Context: an optimization exercise on an open-source flow, tuned for small area, a short achievable clock period and few clock cycles. The choices shown serve that exercise and are no tape-out recipe. Only simulation tests tie the RTL to the original design; equivalence was not proved.

==> inputs of violet <==
==> flow/design.v <==
module cvid_yuv2rgb (
    input  wire [7:0]  y0,
    input  wire [7:0]  y1,
    input  wire [7:0]  u,
    input  wire [7:0]  v,
    input  wire [8:0]  g,
    output wire [23:0] rgb0,
    output wire [23:0] rgb1
);
    function [7:0] clip_hi;           
        input [9:0] s;
        begin
            if (s[9])      clip_hi = 8'd255;
            else if (s[8]) clip_hi = s[7:0];
            else           clip_hi = 8'd0;
        end
    endfunction
    function [7:0] clip_s;            
        input [9:0] s;
        begin
            if (s[9])      clip_s = 8'd0;
            else if (s[8]) clip_s = 8'd255;
            else           clip_s = s[7:0];
        end
    endfunction
    wire [9:0] r0s = {2'b00, y0} + {1'b0, v, 1'b0};
    wire [9:0] b0s = {2'b00, y0} + {1'b0, u, 1'b0};
    wire [9:0] r1s = {2'b00, y1} + {1'b0, v, 1'b0};
    wire [9:0] b1s = {2'b00, y1} + {1'b0, u, 1'b0};
    wire [9:0] g0s = {2'b00, y0} + {g[8], g};
    wire [9:0] g1s = {2'b00, y1} + {g[8], g};
    assign rgb0 = {clip_hi(r0s), clip_s(g0s), clip_hi(b0s)};
    assign rgb1 = {clip_hi(r1s), clip_s(g1s), clip_hi(b1s)};
endmodule
module cvid_engine (
    input  wire        clk,
    input  wire        rst,
    input  wire        cmd_valid,
    output wire        cmd_ready,
    input  wire [7:0]  cmd_id,
    input  wire [23:0] cmd_size,
    input  wire [15:0] cmd_width,
    input  wire [15:0] cmd_height,
    input  wire [15:0] cmd_top,
    input  wire [15:0] cmd_bottom,
    input  wire        in_valid,
    output wire        in_ready,
    input  wire [7:0]  in_data,
    output wire        cb_rd_en,
    output wire        cb_wr_en,
    output wire [8:0]  cb_addr,
    output wire [47:0] cb_wdata,
    input  wire [47:0] cb_rdata,
    output wire        px_valid,
    input  wire        px_ready,
    output wire [15:0] px_x,
    output wire [15:0] px_y,
    output wire [3:0]  px_mask,
    output wire [95:0] px_data
);
    localparam [1:0] M_IDLE = 2'd0, M_LOAD = 2'd1, M_VEC = 2'd2;
    reg  [1:0]  mode;
    reg  [2:0]  cid;             
    reg  [23:0] rem;             
    reg  [15:0] width;
    reg  [15:0] height;
    reg  [15:0] bottom;
    reg  [2:0]  bcnt;            
    reg         iword;           
    reg         wsel;            
    reg  [32:0] sk;
    reg  [40:0] sl;              
    reg  [13:0] bx;
    reg  [15:0] by;
    reg         vdone;           
    reg         vnext;           
    reg         fb;              
    reg         fv1;             
    reg  [13:0] pbx;
    reg  [16:0] py;
    reg  [1:0]  prow;
    reg         pact;
    reg         pv1;
    reg         hsel;            
    reg  [47:0] P, Q, S;
    reg  [8:0]  gP, gQ;          
    reg         sfull;
    reg  [1:0]  cbst;            
    wire cond  = cid[0];         
    wire selen = ~cid[1];
    wire four  = cid[2];
    wire l_act = (mode == M_LOAD);
    wire v_act = (mode == M_VEC);
    wire rem_hz  = (rem[23:3] == 21'd0);
    wire rem_z   = rem_hz & (rem[2:0] == 3'd0);
    wire rem_lt4 = rem_hz & ~rem[2];
    wire rem_lt6 = rem_hz & ~(rem[2] & rem[1]);
    wire sk_empty = (sk[31:0] == 32'd0);
    wire sl_empty = (sl[31:0] == 32'd0);
    wire sk_bit   = sk[32];
    wire sl_bit   = sl[32];
    wire idle_item = (bcnt == 3'd0);
    wire xfer       = pact & px_ready;
    wire last_row   = pv1 ? (prow == 2'd3) : prow[0];
    wire paint_free = ~pact | (px_ready & last_row);
    wire pairload   = sfull & (cbst == 2'b10) & paint_free;
    wire [1:0] nrow = xfer ? prow + 2'd1 : prow;
    wire newblk     = pairload & ~nrow[1];
    wire sload      = cbst[0] & ~sfull;
    wire cb_free    = cbst[1] ? (~cbst[0] & pairload) : (~cbst[0] | ~sfull);
    wire li_done  = bx[8];
    wire l_needw  = cond & sk_empty;
    wire l_zero   = cond & ~sk_empty & ~sk_bit;
    wire l_short  = four ? rem_lt4 : rem_lt6;
    wire l_dec    = l_act & idle_item;
    wire l_fin    = l_dec & (li_done | (l_needw ? rem_lt4 : (~l_zero & l_short)));
    wire l_startw = l_dec & ~li_done & l_needw & ~rem_lt4;
    wire l_starte = l_dec & ~li_done & ~l_needw & ~l_zero & ~l_short;
    wire l_zskip  = l_act & ~li_done & l_zero & (idle_item | ~iword);
    wire v_decw   = v_act & idle_item & ~vdone & (~fb | vnext);
    wire v_dec    = v_act & idle_item & ~vdone & ~fb;
    wire v_needsk = cond & sk_empty;
    wire v_skip   = cond & ~sk_empty & sk_bit;
    wire v_needsl = selen & sl_empty;
    wire v1       = ~selen | ~sl_bit;
    wire v_short  = v1 ? rem_z : rem_lt4;
    wire v_wstop  = v_decw & rem_lt4 & (v_needsk | (~v_skip & v_needsl));
    wire v_stop   = v_wstop | (v_dec & ~v_needsk & ~v_skip & ~v_needsl & v_short);
    wire v_startw = v_decw & ~rem_lt4 & (v_needsk | (~v_skip & v_needsl));
    wire v_skipdo = v_act & ~vdone & ~fb & (idle_item | ~iword) & v_skip;
    wire v_commit = v_dec & ~v_needsk & ~v_skip & ~v_needsl & ~v_short;
    wire start_w    = l_startw | v_startw;
    wire start_item = start_w | l_starte | v_commit;
    wire in_item    = ~idle_item & (iword | l_act | cb_free);
    assign in_ready = in_item | start_w | l_starte | (v_commit & cb_free);
    wire take       = in_ready & in_valid;
    wire [2:0] start_cnt = start_w  ? 3'd4 :
                           l_starte ? (four ? 3'd4 : 3'd6) :
                           (v1 ? 3'd1 : 3'd4);
    wire take_word = take & (start_w | (~idle_item & iword));
    wire word_sl   = start_w ? v_startw & ~v_needsk : wsel;
    wire take_ent  = take & l_act & (l_starte | (~idle_item & ~iword));
    wire rd        = take & (v_commit | (v_act & ~idle_item & ~iword));
    wire [1:0] rd_role = v_commit ? (v1 ? 2'b11 : 2'b01)
                                  : (fv1 ? 2'b11 : {bcnt[0], ~bcnt[0]});
    wire        adv    = v_skipdo | newblk;
    wire [14:0] nbx    = {1'b0, bx} + 15'd1;
    wire        wrap   = ({nbx, 2'b00} >= {1'b0, width});
    wire [16:0] nby    = {1'b0, by} + 17'd4;
    wire        by_end = (nby >= {1'b0, bottom});
    wire v_fin = v_act & (vdone | v_stop) & ~fb & idle_item & ~sfull &
                 (cbst == 2'b00) & (~pact | (xfer & last_row));
    assign cmd_ready = (mode == M_IDLE);
    wire is_loader = (cmd_id[7:3] == 5'b00100);
    wire is_vector = (cmd_id == 8'h30) || (cmd_id == 8'h31) || (cmd_id == 8'h32);
    always @(posedge clk) begin
        if (rst) begin
            mode  <= M_IDLE;
            bcnt  <= 3'd0;
            fb    <= 1'b0;
            pact  <= 1'b0;
            prow  <= 2'd0;
            sfull <= 1'b0;
            cbst  <= 2'b00;
        end else begin
            if (cmd_ready) begin
                if (cmd_valid)
                    mode <= is_loader ? M_LOAD : is_vector ? M_VEC : M_IDLE;
            end else if (l_fin | v_fin) begin
                mode <= M_IDLE;
            end
            if (start_item)
                bcnt <= start_cnt - {2'd0, take};
            else if (take)
                bcnt <= bcnt - 3'd1;
            if (v_commit)
                fb <= 1'b1;
            else if (newblk)
                fb <= 1'b0;
            if (pairload)
                pact <= 1'b1;
            else if (xfer & last_row)
                pact <= 1'b0;
            if (newblk)
                prow <= 2'd0;
            else if (xfer)
                prow <= prow + 2'd1;
            if (sload)
                sfull <= 1'b1;
            else if (pairload)
                sfull <= 1'b0;
            if (rd)
                cbst <= rd_role;
            else if (sload)
                cbst <= {cbst[1], 1'b0};
            else if (pairload)
                cbst <= 2'b00;
        end
    end
    always @(posedge clk) begin
        if (cmd_ready) begin
            cid    <= cmd_id[2:0];
            rem    <= cmd_size;
            width  <= cmd_width;
            height <= cmd_height;
            bottom <= cmd_bottom;
            bx     <= 14'd0;
            by     <= cmd_top;
            vdone  <= (cmd_top >= cmd_bottom) || (cmd_width == 16'd0);
            sk     <= 33'd0;
            sl     <= 33'd0;
        end else begin
            if (take)
                rem <= rem - 24'd1;
            if (start_item)
                iword <= start_w;
            if (start_w)
                wsel <= word_sl;
            if (take_word & ~word_sl)
                sk <= {sk[24:1], in_data, 1'b1};
            else if (l_zskip | (l_starte & cond) | v_skipdo | (v_commit & cond))
                sk <= {sk[31:0], 1'b0};
            if ((take_word & word_sl) | take_ent) begin
                sl[40:25] <= sl[32:17];
                sl[24:17] <= (take_ent & four) ? in_data : sl[16:9];
                sl[16:0]  <= {sl[8:1], in_data, 1'b1};
            end else if (v_commit & selen)
                sl[32:0] <= {sl[31:0], 1'b0};
            if (l_starte | l_zskip) begin
                bx <= bx + 14'd1;
            end else if (adv) begin
                if (wrap) begin
                    bx <= 14'd0;
                    by <= nby[15:0];
                    if (by_end)
                        vdone <= 1'b1;
                end else begin
                    bx <= nbx[13:0];
                end
            end
            if (v_stop)
                vdone <= 1'b1;
            if (v_commit)
                fv1 <= v1;
        end
        vnext <= ~(wrap & by_end);
        if (l_starte | newblk)
            pbx <= bx;
        if (newblk) begin
            py   <= {1'b0, by};
            pv1  <= fv1;
            hsel <= 1'b0;
        end else if (xfer) begin
            py   <= py + 17'd1;
            hsel <= pv1 ? (prow[1] ^ prow[0]) : ~prow[0];
        end
        if (pairload)
            P <= S;
        if (pairload)
            gP <= green(S[15:8], S[7:0]);
        if (pairload) begin
            Q  <= cb_rdata;
            gQ <= green(cb_rdata[15:8], cb_rdata[7:0]);
        end
        if (sload)
            S <= cb_rdata;
    end
    function [8:0] green;
        input [7:0] u;
        input [7:0] v;
        reg   [7:0] uh;
        begin
            uh    = ({1'b0, u} + {8'd0, ~u[7]}) >> 1;
            green = 9'd192 - {1'b0, v} - {1'b0, uh};
        end
    endfunction
    assign cb_rd_en = rd;
    assign cb_wr_en = take_ent & (bcnt == 3'd1);
    assign cb_addr  = l_act ? {cid[1], pbx[7:0]}
                            : {(v_commit ? v1 : fv1), in_data};
    assign cb_wdata = {sl[40:17],
                       four ? in_data : sl[16:9],
                       four ? 8'h80 : sl[8:1] ^ 8'h80,
                       four ? 8'h80 : in_data ^ 8'h80};
    function [7:0] luma;
        input [47:0] e;
        input [1:0]  k;
        begin
            case (k)
                2'd0: luma = e[47:40];
                2'd1: luma = e[39:32];
                2'd2: luma = e[31:24];
                default: luma = e[23:16];
            endcase
        end
    endfunction
    wire [7:0] py0 = luma(P, {hsel, 1'b0});
    wire [7:0] py1 = luma(P, {hsel, ~pv1});
    wire [7:0] py2 = luma(Q, {hsel, pv1});
    wire [7:0] py3 = luma(Q, {hsel, 1'b1});
    wire [23:0] c0, c1, c2, c3;
    cvid_yuv2rgb u_l (.y0(py0), .y1(py1), .u(P[15:8]), .v(P[7:0]), .g(gP), .rgb0(c0), .rgb1(c1));
    cvid_yuv2rgb u_r (.y0(py2), .y1(py3), .u(Q[15:8]), .v(Q[7:0]), .g(gQ), .rgb0(c2), .rgb1(c3));
    wire row_in = ~py[16] & (py[15:0] < height);
    wire col_lt = (pbx < width[15:2]);
    wire col_eq = (pbx == width[15:2]);
    assign px_valid = pact;
    assign px_x     = {pbx, 2'b00};
    assign px_y     = py[15:0];
    assign px_data  = {c3, c2, c1, c0};
    assign px_mask  = {row_in & (col_lt | (col_eq & (width[1:0] > 2'd3))),
                       row_in & (col_lt | (col_eq & (width[1:0] > 2'd2))),
                       row_in & (col_lt | (col_eq & (width[1:0] > 2'd1))),
                       row_in & (col_lt | (col_eq & (width[1:0] > 2'd0)))};
endmodule
==> flow/flow/run.sh <==
#!/bin/bash
# The standard layout (standard.sh: the ORFS flow, unchanged synthesis),
# with plain buf_1 cells as the input and output port buffers instead of the
# delay buffers buffer_ports picks by default.
set -euo pipefail
export BUFFER_PORTS_ARGS="-buffer_cell sky130_fd_sc_hd__buf_1"
bash standard.sh > standard.log 2>&1
==> flow/standard.sh <==
#!/bin/bash
# synth_recipe.tcl (not shown) runs the flow's synth.tcl, then flattens the netlist and writes it again
# the make line also repeats each setting of config.mk as NAME=value (left out here)
make -C /OpenROAD-flow-scripts/flow DESIGN_CONFIG=/design/flow/config.mk WORK_HOME=/design/flow/orfs CLKGATE_MAP_FILE= SYNTH_SCRIPT=/design/flow/synth_recipe.tcl "${@:-finish}"
==> flow/config.mk <==
export PLATFORM = sky130hd
export DESIGN_NAME = cvid_engine
export DESIGN_NICKNAME = cvid_engine
export VERILOG_FILES = /design/flow/design.v
export SDC_FILE = /design/flow/constraint.sdc
export NUM_CORES = 4
export LEC_CHECK = 0
export CAP_MARGIN = 20
export CORE_MARGIN = 2
export CORE_UTILIZATION = 40
export SETUP_SLACK_MARGIN = 3
export SLEW_MARGIN = 20
==> flow/constraint.sdc <==
create_clock -name core_clock -period 9.0 [get_ports {clk}]
set_input_delay 1.8000 -clock core_clock [delete_from_list [all_inputs] [get_ports {clk}]]
set_output_delay 1.8000 -clock core_clock [all_outputs]
set_load 0.01 [all_outputs]
==> fjord: changes against violet <==
==> flow/design.v, changed modules only <==
module cvid_yuv2rgb (
    input  wire [7:0]  y0,
    input  wire [7:0]  y1,
    input  wire [7:0]  u,
    input  wire [7:0]  v,
    output wire [23:0] rgb0,
    output wire [23:0] rgb1
);
    wire [7:0]        uh = ({1'b0, u} + {8'd0, ~u[7]}) >> 1;
    wire signed [9:0] cg = 10'sd192 - $signed({2'b00, v}) - $signed({2'b00, uh});
    function [7:0] clip_hi;           
        input [9:0] s;
        begin
            if (s[9])      clip_hi = 8'd255;
            else if (s[8]) clip_hi = s[7:0];
            else           clip_hi = 8'd0;
        end
    endfunction
    function [7:0] clip_s;            
        input signed [9:0] s;
        begin
            if (s[9])      clip_s = 8'd0;
            else if (s[8]) clip_s = 8'd255;
            else           clip_s = s[7:0];
        end
    endfunction
    wire [9:0] r0s = {2'b00, y0} + {1'b0, v, 1'b0};
    wire [9:0] b0s = {2'b00, y0} + {1'b0, u, 1'b0};
    wire [9:0] r1s = {2'b00, y1} + {1'b0, v, 1'b0};
    wire [9:0] b1s = {2'b00, y1} + {1'b0, u, 1'b0};
    wire signed [9:0] g0s = $signed({2'b00, y0}) + cg;
    wire signed [9:0] g1s = $signed({2'b00, y1}) + cg;
    assign rgb0 = {clip_hi(r0s), clip_s(g0s), clip_hi(b0s)};
    assign rgb1 = {clip_hi(r1s), clip_s(g1s), clip_hi(b1s)};
endmodule
module cvid_engine (
    input  wire        clk,
    input  wire        rst,
    input  wire        cmd_valid,
    output wire        cmd_ready,
    input  wire [7:0]  cmd_id,
    input  wire [23:0] cmd_size,
    input  wire [15:0] cmd_width,
    input  wire [15:0] cmd_height,
    input  wire [15:0] cmd_top,
    input  wire [15:0] cmd_bottom,
    input  wire        in_valid,
    output wire        in_ready,
    input  wire [7:0]  in_data,
    output wire        cb_rd_en,
    output wire        cb_wr_en,
    output wire [8:0]  cb_addr,
    output wire [47:0] cb_wdata,
    input  wire [47:0] cb_rdata,
    output wire        px_valid,
    input  wire        px_ready,
    output wire [15:0] px_x,
    output wire [15:0] px_y,
    output wire [3:0]  px_mask,
    output wire [95:0] px_data
);
    localparam [1:0] M_IDLE = 2'd0, M_LOAD = 2'd1, M_VEC = 2'd2;
    reg  [1:0]  mode;
    reg  [2:0]  cid;             
    reg  [23:0] rem;             
    reg  [15:0] width;
    reg  [15:0] height;
    reg  [15:0] bottom;
    reg  [2:0]  bcnt;            
    reg         iword;           
    reg         wsel;            
    reg  [32:0] sk;
    reg  [32:0] sl;
    reg  [13:0] bx;
    reg  [15:0] by;
    reg         vdone;           
    reg         fb;              
    reg         fv1;             
    reg  [13:0] pbx;
    reg  [16:0] py;
    reg  [1:0]  prow;
    reg         pact;
    reg         pv1;
    reg  [47:0] P, Q, S;         
    reg         sfull;
    reg  [1:0]  cbst;            
    wire cond  = cid[0];         
    wire selen = ~cid[1];
    wire four  = cid[2];
    wire l_act = (mode == M_LOAD);
    wire v_act = (mode == M_VEC);
    wire rem_hz  = (rem[23:3] == 21'd0);
    wire rem_z   = rem_hz & (rem[2:0] == 3'd0);
    wire rem_lt4 = rem_hz & ~rem[2];
    wire rem_lt6 = rem_hz & ~(rem[2] & rem[1]);
    wire sk_empty = (sk[31:0] == 32'd0);
    wire sl_empty = (sl[31:0] == 32'd0);
    wire sk_bit   = sk[32];
    wire sl_bit   = sl[32];
    wire idle_item = (bcnt == 3'd0);
    wire xfer       = pact & px_ready;
    wire last_row   = pv1 ? (prow == 2'd3) : prow[0];
    wire paint_free = ~pact | (px_ready & last_row);
    wire pairload   = sfull & (cbst == 2'b10) & paint_free;
    wire [1:0] nrow = xfer ? prow + 2'd1 : prow;
    wire newblk     = pairload & ~nrow[1];
    wire sload      = cbst[0] & ~sfull;
    wire cb_free    = cbst[1] ? (~cbst[0] & pairload) : (~cbst[0] | ~sfull);
    wire li_done  = bx[8];
    wire l_needw  = cond & sk_empty;
    wire l_zero   = cond & ~sk_empty & ~sk_bit;
    wire l_short  = four ? rem_lt4 : rem_lt6;
    wire l_dec    = l_act & idle_item;
    wire l_fin    = l_dec & (li_done | (l_needw ? rem_lt4 : (~l_zero & l_short)));
    wire l_startw = l_dec & ~li_done & l_needw & ~rem_lt4;
    wire l_starte = l_dec & ~li_done & ~l_needw & ~l_zero & ~l_short;
    wire l_zskip  = l_act & ~li_done & l_zero & (idle_item | ~iword);
    wire v_dec    = v_act & idle_item & ~fb & ~vdone;
    wire v_needsk = cond & sk_empty;
    wire v_skip   = cond & ~sk_empty & sk_bit;
    wire v_needsl = selen & sl_empty;
    wire v1       = ~selen | ~sl_bit;
    wire v_short  = v1 ? rem_z : rem_lt4;
    wire v_stop   = v_dec & (v_needsk ? rem_lt4 :
                             v_skip   ? 1'b0 :
                             v_needsl ? rem_lt4 : v_short);
    wire v_startw = v_dec & ~rem_lt4 & (v_needsk | (~v_skip & v_needsl));
    wire v_skipdo = v_dec & v_skip;
    wire v_commit = v_dec & ~v_needsk & ~v_skip & ~v_needsl & ~v_short;
    wire start_w    = l_startw | v_startw;
    wire start_item = start_w | l_starte | v_commit;
    wire in_item    = ~idle_item & (iword | l_act | cb_free);
    assign in_ready = in_item | start_w | l_starte | (v_commit & cb_free);
    wire take       = in_ready & in_valid;
    wire [2:0] start_cnt = start_w  ? 3'd4 :
                           l_starte ? (four ? 3'd4 : 3'd6) :
                           (v1 ? 3'd1 : 3'd4);
    wire take_word = take & (start_w | (~idle_item & iword));
    wire word_sl   = start_w ? v_startw & ~v_needsk : wsel;
    wire take_ent  = take & l_act & (l_starte | (~idle_item & ~iword));
    wire rd        = take & (v_commit | (v_act & ~idle_item & ~iword));
    wire [1:0] rd_role = v_commit ? (v1 ? 2'b11 : 2'b01)
                                  : (fv1 ? 2'b11 : {bcnt[0], ~bcnt[0]});
    wire        adv    = v_skipdo | newblk;
    wire [14:0] nbx    = {1'b0, bx} + 15'd1;
    wire        wrap   = ({nbx, 2'b00} >= {1'b0, width});
    wire [16:0] nby    = {1'b0, by} + 17'd4;
    wire        by_end = (nby >= {1'b0, bottom});
    wire v_fin = v_act & (vdone | v_stop) & ~fb & idle_item & ~sfull &
                 (cbst == 2'b00) & (~pact | (xfer & last_row));
    assign cmd_ready = (mode == M_IDLE);
    wire is_loader = (cmd_id[7:3] == 5'b00100);
    wire is_vector = (cmd_id == 8'h30) || (cmd_id == 8'h31) || (cmd_id == 8'h32);
    always @(posedge clk) begin
        if (rst) begin
            mode  <= M_IDLE;
            bcnt  <= 3'd0;
            fb    <= 1'b0;
            pact  <= 1'b0;
            prow  <= 2'd0;
            sfull <= 1'b0;
            cbst  <= 2'b00;
        end else begin
            if (cmd_ready) begin
                if (cmd_valid)
                    mode <= is_loader ? M_LOAD : is_vector ? M_VEC : M_IDLE;
            end else if (l_fin | v_fin) begin
                mode <= M_IDLE;
            end
            if (start_item)
                bcnt <= start_cnt - {2'd0, take};
            else if (take)
                bcnt <= bcnt - 3'd1;
            if (v_commit)
                fb <= 1'b1;
            else if (newblk)
                fb <= 1'b0;
            if (pairload)
                pact <= 1'b1;
            else if (xfer & last_row)
                pact <= 1'b0;
            if (newblk)
                prow <= 2'd0;
            else if (xfer)
                prow <= prow + 2'd1;
            if (sload)
                sfull <= 1'b1;
            else if (pairload)
                sfull <= 1'b0;
            if (rd)
                cbst <= rd_role;
            else if (sload)
                cbst <= {cbst[1], 1'b0};
            else if (pairload)
                cbst <= 2'b00;
        end
    end
    always @(posedge clk) begin
        if (cmd_ready) begin
            cid    <= cmd_id[2:0];
            rem    <= cmd_size;
            width  <= cmd_width;
            height <= cmd_height;
            bottom <= cmd_bottom;
            bx     <= 14'd0;
            by     <= cmd_top;
            vdone  <= (cmd_top >= cmd_bottom) || (cmd_width == 16'd0);
            sk     <= 33'd0;
            sl     <= 33'd0;
        end else begin
            if (take)
                rem <= rem - 24'd1;
            if (start_item)
                iword <= start_w;
            if (start_w)
                wsel <= word_sl;
            if (take_word & ~word_sl)
                sk <= {sk[24:1], in_data, 1'b1};
            else if (l_zskip | (l_starte & cond) | v_skipdo | (v_commit & cond))
                sk <= {sk[31:0], 1'b0};
            if (take_word & word_sl)
                sl <= {sl[24:1], in_data, 1'b1};
            else if (v_commit & selen)
                sl <= {sl[31:0], 1'b0};
            if (l_starte | l_zskip) begin
                bx <= bx + 14'd1;
            end else if (adv) begin
                if (wrap) begin
                    bx <= 14'd0;
                    by <= nby[15:0];
                    if (by_end)
                        vdone <= 1'b1;
                end else begin
                    bx <= nbx[13:0];
                end
            end
            if (v_stop)
                vdone <= 1'b1;
            if (v_commit)
                fv1 <= v1;
        end
        if (l_starte | newblk)
            pbx <= bx;
        if (newblk) begin
            py  <= {1'b0, by};
            pv1 <= fv1;
        end else if (xfer) begin
            py  <= py + 17'd1;
        end
        if (take_ent)
            P <= {P[39:0], in_data};
        else if (pairload)
            P <= S;
        if (pairload)
            Q <= cb_rdata;
        if (sload)
            S <= cb_rdata;
    end
    assign cb_rd_en = rd;
    assign cb_wr_en = take_ent & (bcnt == 3'd1);
    assign cb_addr  = l_act ? {cid[1], pbx[7:0]}
                            : {(v_commit ? v1 : fv1), in_data};
    assign cb_wdata = four ? {P[23:0], in_data, 8'h80, 8'h80}
                           : {P[39:8], P[7:0] ^ 8'h80, in_data ^ 8'h80};
    function [7:0] luma;
        input [47:0] e;
        input [1:0]  k;
        begin
            case (k)
                2'd0: luma = e[47:40];
                2'd1: luma = e[39:32];
                2'd2: luma = e[31:24];
                default: luma = e[23:16];
            endcase
        end
    endfunction
    wire       hsel = pv1 ? prow[1] : prow[0];
    wire [7:0] py0 = luma(P, {hsel, 1'b0});
    wire [7:0] py1 = luma(P, {hsel, ~pv1});
    wire [7:0] py2 = luma(Q, {hsel, pv1});
    wire [7:0] py3 = luma(Q, {hsel, 1'b1});
    wire [23:0] c0, c1, c2, c3;
    cvid_yuv2rgb u_l (.y0(py0), .y1(py1), .u(P[15:8]), .v(P[7:0]), .rgb0(c0), .rgb1(c1));
    cvid_yuv2rgb u_r (.y0(py2), .y1(py3), .u(Q[15:8]), .v(Q[7:0]), .rgb0(c2), .rgb1(c3));
    wire row_in = ~py[16] & (py[15:0] < height);
    wire col_lt = (pbx < width[15:2]);
    wire col_eq = (pbx == width[15:2]);
    assign px_valid = pact;
    assign px_x     = {pbx, 2'b00};
    assign px_y     = py[15:0];
    assign px_data  = {c3, c2, c1, c0};
    assign px_mask  = {row_in & (col_lt | (col_eq & (width[1:0] > 2'd3))),
                       row_in & (col_lt | (col_eq & (width[1:0] > 2'd2))),
                       row_in & (col_lt | (col_eq & (width[1:0] > 2'd1))),
                       row_in & (col_lt | (col_eq & (width[1:0] > 2'd0)))};
endmodule
==> flow/run.sh (new file) <==
#!/bin/bash
# synth_recipe.tcl (not shown) runs the flow's synth.tcl, then flattens the netlist and writes it again
# the make line also repeats each setting of config.mk as NAME=value (left out here)
make -C /OpenROAD-flow-scripts/flow DESIGN_CONFIG=/design/flow/config.mk WORK_HOME=/design/flow/orfs CLKGATE_MAP_FILE= SYNTH_SCRIPT=/design/flow/synth_recipe.tcl finish
--- a/flow/config.mk
+++ b/flow/config.mk
@@ -9,4 +9,3 @@
 export CORE_MARGIN = 2
 export CORE_UTILIZATION = 40
-export SETUP_SLACK_MARGIN = 3
 export SLEW_MARGIN = 20
removed: flow/flow/run.sh
removed: flow/standard.sh
==> metrics.yaml <==
status:
  status: "finished clean"
routing:
  wl_per_cell_um: 21.27
layout:
  num-fill-cells: 5286
  nets: 2930
  areaGrowthSynthToFinish_pct: 23.82
  multi_input_area_um2: 12710
synthesis:
  synth_edf_count: 270
  syn-cell-area_um2: 23610
floorplan:
  core.rowCount: 89
timing:
  skew_ns: 0.03544
  fin_crit_sh_pct: 83.35
  period_needed_ns: 7.501
global_routing:
  grt_antenna_before_repair: 2
min_path:
  holdPathEnd: "pv1"
worst_setup_path:
  cp_cell_sequence: "buf_4 -> mux2i_2 -> buf_4 -> mux2i_1 -> inv_1 -> ha_1 -> inv_1 -> fa_1 -> nor2b_1 -> o21ai_0 -> a21boi_0 -> o21ai_0 -> nand2b_1 -> a31oi_1 -> xor2_1 -> o21a_1 -> clkdlybuf4s50_1"
# the run above: fjord

==> metrics.yaml <==
routing:
  via_count: 17945
  wl_per_cell_um: 20.00
worst_setup_path:
  cp_cell_sequence: "or4_4 -> or4_1 -> or4_1 -> o21a_4 -> o41ai_4 -> inv_2 -> and4b_1 -> buf_1"
  critPathMaxFanout: 6
global_routing:
  grt_antenna_before_repair: 5
layout:
  num-fill-cells: 5402
  multi_input_area_um2: 11660
  areaGrowthSynthToFinish_pct: 14.90
  nets: 2938
timing:
  fin_crit_sh_pct: 64.55
  skew_ns: 0.03700
  period_needed_ns: 5.809
floorplan:
  dieWidth_um: 246.7
  core.rowCount: 88
synthesis:
  synth_edf_count: 288
  syn-cell-area_um2: 23570
status:
  status: "finished clean"
min_path:
  holdPathEnd: "P[21]"
# the run above: violet

Testbench counts of violet, summed over its fixed seeds: cycles 157,287.
Testbench counts of fjord, summed over its fixed seeds: cycles 158,398.

==> separate check: timing with driven ports <==
In the flow no input, the clock included, has a driving cell. The finished layouts below were timed again as built, in two steps.
Step 1 assumes that a clkbuf_16 drives the clock port and a buf_2 every other input.
Step 2 also shifts input and output timing later by t, the mid clock arrival at the registers, as if the neighbouring blocks saw the same clock.
Three values: no drivers, after step 1, after step 2; two values: the first two.
run | shift t [ns] | slack for setup (ns) | hold WS [ns] | latest minus earliest clock arrival (ns) | cell pins on the clock port's net
violet | 0.623 | 3.191 / 3.127 / 3.385 | 0.414 / 0.414 / 0.414 | 0.037 / 0.037 | 1
fjord | 0.617 | 1.499 / 1.437 / 1.680 | 0.458 / 0.458 / 0.458 | 0.039 / 0.039 | 1
After both steps every run listed still meets setup and hold.
